This design comes from an exercise in tuning for small area, a short achievable clock period and few clock cycles per item on the open sky130 flow, not from production work. Where RTL was checked, it was by simulation tests only, not by an equivalence proof against the original. Power figures rest on the tool's default switching activity, not on a simulated workload.

JK:
Design cobs_enc, start of the top module:
module cobs_enc (
    input  wire       clk,
    input  wire       rst,           
    input  wire       in_valid,
    output wire       in_ready,
    input  wire [7:0] in_data,
    input  wire       in_last,       
    input  wire       in_empty,      
    input  wire       in_pre,        
    input  wire       in_cs,         
    output reg        out_valid,
    input  wire       out_ready,
    output reg  [7:0] out_data,
    output reg        out_last       
);
Size: ~1700 cells after synthesis, about 670 flip-flops, ~27 I/O pins, roughly 0.029 mm2 of cells after synthesis.
Settings: LEC_CHECK=0, CAP_MARGIN=20, CORE_MARGIN=2, CORE_UTILIZATION=40, SETUP_SLACK_MARGIN=5, SLEW_MARGIN=20; clock period 8.0 ns.
run.sh (not shown) runs the stock make flow with config.mk's settings and CLKGATE_MAP_FILE= SYNTH_SCRIPT=/design/flow/synth_recipe.tcl, a recipe that flattens the netlist after the stock synthesis.
### JK -> MS
--- a/flow/design.v
+++ b/flow/design.v
@@ -27,14 +27,14 @@
     output reg        out_last       
 );
     localparam [7:0] SEED = 8'h55;
     reg  [7:0] mem [0:63];
     reg  [6:0] wp, rp;
     reg  [6:0] used;                                     
-    wire       room1 = !used[6];                         
-    wire       room2 = !used[6] && used[5:0] != 6'd63;   
+    reg        room1;                                    
+    reg        room2;                                    
     reg        h_v, h_nz, h_last, h_empty, h_pre, h_cs;
     reg  [7:0] h_data;
     reg        s_v, s_nz, s_last, s_empty, s_pre, s_cs;
     reg  [7:0] s_data;
     assign in_ready = !s_v;
     wire accept = in_valid && !s_v;
@@ -76,22 +76,24 @@
     wire       fin_r  = fin_go && open;
     wire       split_r = tv && t_split && !fin;
     wire       consume = tv && t_room && (!fin || fin_go) &&
                          !(first && pf_full) &&
                          !(p_v && t_lit && (t_split || fin_r));
     wire       h_take  = consume && !cs_cyc;
-    wire       lit_w  = consume && t_lit;
     wire       zc_r   = consume && t_zclose;
     wire       res    = split_r || zc_r || fin_r;
     wire [7:0] res_d  = zc_r ? {2'd3, n} : {k, n};
-    wire [6:0] lit_a  = t_new ? wp + 7'd1 : wp;
-    wire [5:0] wa     = lit_w ? lit_a[5:0] : (p_v ? p_a : osa[5:0]);
-    wire [7:0] wd     = lit_w ? tb : (p_v ? p_d : res_d);
-    wire       we     = lit_w || p_v || res;
-    wire [6:0] w_inc  = !consume || !t_data ? 7'd0 :
-                        (t_new ? (t_nz ? 7'd2 : 7'd1) : (t_nz ? 7'd1 : 7'd0));
+    wire [5:0] wp1    = wp[5:0] + 6'd1;
+    wire [5:0] lit_a  = t_new ? wp1 : wp[5:0];
+    wire       lit_p  = tv && t_lit && !(p_v && (t_split || fin_r));
+    wire       lit_ok = need2 ? room2 : room1;
+    wire [5:0] wa     = lit_p ? lit_a : (p_v ? p_a : osa[5:0]);
+    wire [7:0] wd     = lit_p ? tb : (p_v ? p_d : res_d);
+    wire       we     = lit_p ? lit_ok : (p_v || res);
+    wire       w1     = consume && t_data && (t_new != t_nz);
+    wire       w2     = consume && t_data && t_new && t_nz;
     wire       p_read;
     wire       r_inc;
     wire [7:0] in_crc = (first ? SEED : crc) ^ h_data;
     wire [7:0] crc_next;
     csum8_table u_table (.idx(in_crc), .val(crc_next));
     always @(posedge clk) begin
@@ -106,12 +108,14 @@
             cs_cyc   <= 1'b0;
             fin      <= 1'b0;
             open     <= 1'b0;
             p_v      <= 1'b0;
             wp       <= 7'd0;
             used     <= 7'd0;
+            room1    <= 1'b1;
+            room2    <= 1'b1;
             pf_w     <= 3'd0;
             ef_w     <= 3'd0;
         end else begin
             if (!h_v || h_take) begin
                 if (s_v) begin
                     h_v <= 1'b1;
@@ -128,21 +132,32 @@
                         {in_data != 8'h00, in_last, in_empty, in_pre, in_cs, in_data};
             end else if (accept) begin
                 s_v <= 1'b1;
                 {s_nz, s_last, s_empty, s_pre, s_cs, s_data} <=
                     {in_data != 8'h00, in_last, in_empty, in_pre, in_cs, in_data};
             end
-            if (res && (lit_w || p_v))
-                p_v <= 1'b1;
-            else if (!lit_w || p_read)
-                p_v <= 1'b0;
+            if (p_read)
+                p_v <= res && (lit_p || p_v);
+            else
+                p_v <= res ? (lit_p || p_v) : (p_v && lit_p);
             if (res) begin
                 p_a <= osa[5:0];
                 p_d <= res_d;
             end
-            used <= used + w_inc - {6'd0, r_inc};
+            case ({w2, w1, r_inc})
+                3'b001:  begin used <= used - 7'd1; room1 <= 1'b1;
+                               room2 <= used <= 7'd63; end
+                3'b010:  begin used <= used + 7'd1; room1 <= used <= 7'd62;
+                               room2 <= used <= 7'd61; end
+                3'b100:  begin used <= used + 7'd2; room1 <= used <= 7'd61;
+                               room2 <= used <= 7'd60; end
+                3'b101:  begin used <= used + 7'd1; room1 <= used <= 7'd62;
+                               room2 <= used <= 7'd61; end
+                default: begin room1 <= used <= 7'd63;
+                               room2 <= used <= 7'd62; end
+            endcase
             if (fin_go) begin
                 fin <= 1'b0;
                 open <= 1'b0;
                 ef[ef_w[1:0]] <= wp;
                 ef_w <= ef_w + 3'd1;
             end
@@ -161,13 +176,16 @@
                 if (first) begin
                     pf[pf_w[1:0]] <= h_pre;
                     pf_w <= pf_w + 3'd1;
                 end
                 if (t_end)
                     fin <= 1'b1;
-                wp <= wp + w_inc;
+                if (w2)
+                    wp <= wp + 7'd2;
+                else if (w1)
+                    wp <= wp + 7'd1;
                 if (t_data) begin
                     if (t_new) begin
                         open <= 1'b1;
                         osa  <= wp;
                         n    <= t_nz ? 6'd1 : 6'd0;
                         k    <= t_nz ? 2'd0 : 2'd1;
Findings:
The buffers plus inverters on the worst setup path number comes out higher for JK vs MS.
Area of combinational cells with multiple inputs, JK and MS: larger value in JK
In the reports for JK and MS, the larger switching portion of total power belongs to JK.
MS vs. JK: period utilization now sits higher; post-CTS setup-driven buffer insertion count fell by about 27%.
Of JK and MS, the lower cell area belongs to MS.
Looking at total power across JK and MS, the one that comes out higher is JK.
MS vs. JK: multi-input combinational cell count went down by 44.
Summary — global-route usage, MS relative to JK: lower, by 1.5 points.
MS and JK ended up with roughly the same number of sequential storage elements.
Tap cell count was lower in the run labelled MS.
MS: flow completed, timing, DRC and antenna clean
Function was not checked in any run of this note: the RTL went through the layout flow alone.


cobs_enc, a different RTL version from the one above (not shown whole).
Size: about 1800 cells after synthesis, roughly 690 flip-flops, about 27 I/O pins, roughly 0.029 mm^2 of cells after synthesis.
==> flow/config.mk <==
export PLATFORM = sky130hd
export DESIGN_NAME = cobs_enc
export DESIGN_NICKNAME = cobs_enc
export VERILOG_FILES = /design/flow/design.v
export SDC_FILE = /design/flow/constraint.sdc
export NUM_CORES = 4
export LEC_CHECK = 0
export CAP_MARGIN = 20
export CORE_MARGIN = 2
export CORE_UTILIZATION = 40
export CTS_BUF_LIST = sky130_fd_sc_hd__clkbuf_8
export CTS_CLUSTER_SIZE = 24
export SETUP_SLACK_MARGIN = 5
export SLEW_MARGIN = 20
==> flow/constraint.sdc <==
create_clock -name core_clock -period 8.0 [get_ports {clk}]
set_input_delay 1.6000 -clock core_clock [delete_from_list [all_inputs] [get_ports {clk}]]
set_output_delay 1.6000 -clock core_clock [all_outputs]
set_load 0.01 [all_outputs]
The baseline finished clean.
Testbench counts at the start, summed over its fixed seeds: cycles 22,869, bytes 21,605.
Next try:
--- a/flow/design.v
+++ b/flow/design.v
@@ -20,25 +20,26 @@
     input  wire       in_last,       
     input  wire       in_empty,      
     input  wire       in_pre,        
     input  wire       in_cs,         
     output reg        out_valid,
     input  wire       out_ready,
     output reg  [7:0] out_data,
     output reg        out_last       
 );
     localparam [7:0] SEED = 8'h55;
     localparam integer PD = 4;       
-    localparam integer ED = 4;       
+    localparam integer ED = 3;       
     reg  [7:0] mem [0:63];
-    reg  [6:0] wp, wp1, rp;          
+    reg  [6:0] wp, rp;
+    wire [6:0] wp1 = wp + 7'd1;
     wire       room1 = !(wp[6] != rp[6] && wp[5:0] == rp[5:0]);
     wire       room2 = room1 && !(wp1[6] != rp[6] && wp1[5:0] == rp[5:0]);
     reg        h_v, h_nz, h_last, h_empty, h_pre, h_cs;
     reg  [7:0] h_data;
     reg        s_v, s_nz, s_last, s_empty, s_pre, s_cs;
     reg  [7:0] s_data;
     assign in_ready = !s_v;
     wire accept = in_valid && !s_v;
     wire [12:0] in_beat = {in_data != 8'h00, in_last, in_empty, in_pre, in_cs, in_data};
     reg        in_frame;    
     reg        cs_cyc;      
@@ -138,23 +139,22 @@
     end
     always @(posedge clk) begin
         if (rst) begin
             h_v      <= 1'b0;
             s_v      <= 1'b0;
             in_frame <= 1'b0;
             cs_cyc   <= 1'b0;
             fin      <= 1'b0;
             open     <= 1'b0;
             p_v      <= 1'b0;
             wp       <= 7'd0;
-            wp1      <= 7'd1;
         end else begin
             if (!h_v || h_take) begin
                 if (s_v) begin
                     h_v <= 1'b1;
                     {h_nz, h_last, h_empty, h_pre, h_cs, h_data} <=
                         {s_nz, s_last, s_empty, s_pre, s_cs, s_data};
                 end else begin
                     h_v <= accept;
                     {h_nz, h_last, h_empty, h_pre, h_cs, h_data} <= in_beat;
                 end
                 s_v <= s_v && accept;
@@ -164,29 +164,26 @@
                 s_v <= 1'b1;
                 {s_nz, s_last, s_empty, s_pre, s_cs, s_data} <= in_beat;
             end
             if (p_read)
                 p_v <= res && (lit_p || p_v);
             else
                 p_v <= res ? (lit_p || p_v) : (p_v && lit_p);
             if (res) begin
                 p_a <= osa[5:0];
                 p_d <= res_d;
             end
-            if (w2) begin
-                wp  <= wp + 7'd2;
-                wp1 <= wp1 + 7'd2;
-            end else if (w1) begin
-                wp  <= wp1;
-                wp1 <= wp1 + 7'd1;
-            end
+            if (w2)
+                wp <= wp + 7'd2;
+            else if (w1)
+                wp <= wp1;
             if (fin_go) begin
                 fin  <= 1'b0;
                 open <= 1'b0;
             end
             if (split_r)
                 open <= 1'b0;
             if (consume) begin
                 if (cs_cyc)
                     cs_cyc <= 1'b0;
                 else begin
                     in_frame <= !h_last;
=> The changed run produced a clean layout. Power decreases by a few percent. Critical path depth is unchanged. Die area went down by a few percent. Clock power goes down by a few percent. First-iteration DRC count rose by a few percent. Routed wire length fell by a few percent. Clock-buffer cell count drops by 1. Final area falls slightly.
Only the layout flow was run in the second run of this note; the RTL was not checked for function there.

==> re-timing with driven ports <==
No port has a modelled driver above. Below, the same layouts with a new extraction and two added sets of constraints. Step 1 sets driving cells, clkbuf_16 on the clock port and buf_2 on the other inputs (assumed; they add their load-dependent delay and slew). Step 2 also shifts input and output timing later by t, the mid clock arrival at the registers, as if the neighbouring blocks saw the same clock. Slacks: no drivers / after step 1 / after step 2; pairs: no drivers / after step 1.
run	t (ns)	setup slack, ns	hold WS [ns]	latest minus earliest clock arrival (ns)
JK	0.683	4.472 / 4.472 / 3.903	0.511 / 0.511 / 0.511	0.024 / 0.024
MS	0.679	3.737 / 3.737 / 3.276	0.482 / 0.482 / 0.482	0.054 / 0.055
the first run of note 2	0.784	5.010 / 4.946 / 4.269	0.509 / 0.509 / 0.509	0.032 / 0.032
the second run of note 2	0.747	4.982 / 4.928 / 4.386	0.494 / 0.494 / 0.494	0.042 / 0.042
After both steps setup and hold are still met in every run listed. The setup slack of the first run of note 2, which loses most, moves by -0.064 ns with the drivers and by -0.741 ns with both steps.
